What follows belongs to an exercise in optimizing a design on an open flow for small area, a short achievable clock period and few clock cycles per item; a production flow would make more cautious choices.
In this exercise RTL edits were held to simulation tests only and were not proved equivalent to the original.

// ppsb_engine
module ppsb_engine (
    input  wire        clk,
    input  wire        rst,           
    input  wire        start,         
    input  wire [7:0]  op,            
    input  wire [31:0] opa,
    input  wire [31:0] opb,
    input  wire [31:0] clk_pwm,       
    input  wire [1:0]  pwm_corr,      
    input  wire        pwm_odd,       
    output reg         busy,
    output reg         done,          
    output reg  [1:0]  err_code,      
    output reg  [31:0] res0,
    output reg  [31:0] res1,
    output reg  [1:0]  psc,           
    output reg  [4:0]  scalar,        
    output reg  [10:0] bound,         
    output reg  [10:0] duty,
    output wire [31:0] ratio,
    output wire [31:0] resid,
    output reg         fallback
);
Size: about 2900 cells after synthesis, roughly 270 I/O pins, roughly 25000 um^2 of cells after synthesis.
==> flow/config.mk <==
export PLATFORM = sky130hd
export DESIGN_NAME = ppsb_engine
export DESIGN_NICKNAME = ppsb_engine
export VERILOG_FILES = /design/flow/design.v
export SDC_FILE = /design/flow/constraint.sdc
export NUM_CORES = 4
export LEC_CHECK = 0
export CAP_MARGIN = 20
export CORE_MARGIN = 2
export CORE_UTILIZATION = 30
export SETUP_SLACK_MARGIN = 2.2
export SLEW_MARGIN = 20
==> flow/constraint.sdc <==
create_clock -name core_clock -period 6.0 [get_ports {clk}]
set_input_delay 1.2000 -clock core_clock [delete_from_list [all_inputs] [get_ports {clk}]]
set_output_delay 1.2000 -clock core_clock [all_outputs]
set_load 0.01 [all_outputs]
run.sh (not shown) runs the stock make flow with config.mk's settings and CLKGATE_MAP_FILE= SYNTH_SCRIPT=/design/flow/synth_recipe.tcl, a recipe that flattens the netlist after the stock synthesis.
Testbench counts at the start, summed over its fixed seeds: cycles 19,104, items 960.
Rerun with:
--- a/flow/design.v
+++ b/flow/design.v
@@ -107,14 +107,15 @@
     reg [31:0] wd;       
     reg [31:0] wq;       
     reg [4:0]  cnt;
     reg [4:0]  k_r;      
     reg        nltd_r, dz_r;
     reg [5:0]  s_iss;
     reg        dfirst;
+    reg        mlast;    
     reg [25:0] ratio_r;  
     reg [4:0]  best;     
     assign ratio = {6'd0, ratio_r};
     assign resid = {{27{fallback}}, best | {5{fallback}}};
     wire i_nop  = (op == 8'h00);
     wire i_div  = (op[7:3] == 5'd0) && (op[2:0] != 3'd0) && (op[2:0] <= 3'd4);
     wire i_mul  = (op[7:1] == 7'b0000100);
@@ -205,14 +206,15 @@
                 c_pwmd <= op[0];
                 c_corr <= pwm_corr;
                 c_odd  <= pwm_odd;
                 c_pct  <= (opb[7:0] > 8'd100) ? 7'd100 : opb[6:0];
                 wn <= {1'b0, i_pwm ? clk_pwm : (i_mul ? 32'd0 : (opa & i_dmask))};
                 wd <= i_pwm ? i_teff : (i_mul ? (opa & i_mmask) : (opb & i_dmask));
                 wq <= opb & i_mmask;
+                mlast <= ((opb[15:1] & i_mmask[15:1]) == 15'd0);
             end
             S_SETUP: begin
                 k_r    <= kdiff[4:0];
                 nltd_r <= nltd;
                 dz_r   <= dzero;
             end
             S_ALIGN: begin
@@ -226,17 +228,18 @@
                 wn  <= (div_last && c_pwm) ? {1'b0, corrq} : sum;
                 wq  <= qfin;
                 if (!div_last)
                     wd <= {1'b0, wd[31:1]};
                 cnt <= cnt - 5'd1;
             end
             S_MUL: begin
-                wn <= sum;
-                wd <= {wd[30:0], 1'b0};
-                wq <= {1'b0, wq[31:1]};
+                wn    <= sum;
+                wd    <= {wd[30:0], 1'b0};
+                wq    <= {1'b0, wq[31:1]};
+                mlast <= (wq[15:2] == 14'd0);
             end
             S_DMUL: begin
                 wn     <= sum;
                 wd     <= {wd[30:0], 1'b0};
                 c_pct  <= {1'b0, c_pct[6:1]};
                 dfirst <= 1'b1;
                 s_iss  <= 6'd25;
@@ -340,25 +343,25 @@
                     end
                 end
                 S_DIV: begin
                     if (div_last) begin
                         if (c_pwm) begin
                             go((c_corr == 2'd3) ? S_CORR : S_BOOST);
                         end else begin
-                            res0 <= qfin;
                             go(S_FIX);
                         end
                     end
                 end
                 S_FIX: begin
+                    res0 <= wq;
                     res1 <= sum[31:0];
                     finish(2'd0);
                 end
                 S_MUL: begin
-                    if (wq[31:1] == 31'd0) begin
+                    if (mlast) begin
                         res0 <= sum[31:0];
                         res1 <= 32'd0;
                         finish(2'd0);
                     end
                 end
                 S_DMUL: begin
                     if (c_pct[6:1] == 6'd0)
Area after synthesis is about the same.
Utilization came out higher by 1.6 points.
Wire length came out higher by 2.4%.
Sequential cell count came out higher by 1.
Final area came out higher by 4.4%.
Testbench counts after the change, summed over its fixed seeds: cycles 19,104, items 960.

[static timing again, ports no longer ideal]
How much do the figures lean on ideal ports? The routed layouts below were timed once more, with nothing changed but the port constraints.
Step 1 (the two cells are an assumption about what drives the block):
set clk [get_ports {clk}]
set_driving_cell -lib_cell sky130_fd_sc_hd__clkbuf_16 $clk
set_driving_cell -lib_cell sky130_fd_sc_hd__buf_2 [delete_from_list [all_inputs] $clk]
Step 2 moves the port delays by t, midway between the first and last clock arrival at a register: inputs arrive t later, outputs are due t later. That takes back most of the time a late clock gives input paths.
Three values: no drivers, after step 1, after step 2; two values: the first two.
| run | shift t [ns] | slack for setup (ns) | hold WS [ns] | clock arrival spread, ns | worst slew at a driven data input, ns |
|---|---|---|---|---|---|
| the first run | 0.651 | 2.172 / 2.172 / 1.687 | 0.325 / 0.325 / 0.325 | 0.017 / 0.017 | 0.05 |
| the second run | 0.667 | 2.058 / 2.058 / 1.634 | 0.326 / 0.326 / 0.326 | 0.025 / 0.024 | 0.08 |
After both steps setup and hold are still met in every run listed. The setup slack of the first run, which loses most, moves by 0.000 ns with the drivers and by -0.485 ns with both steps.
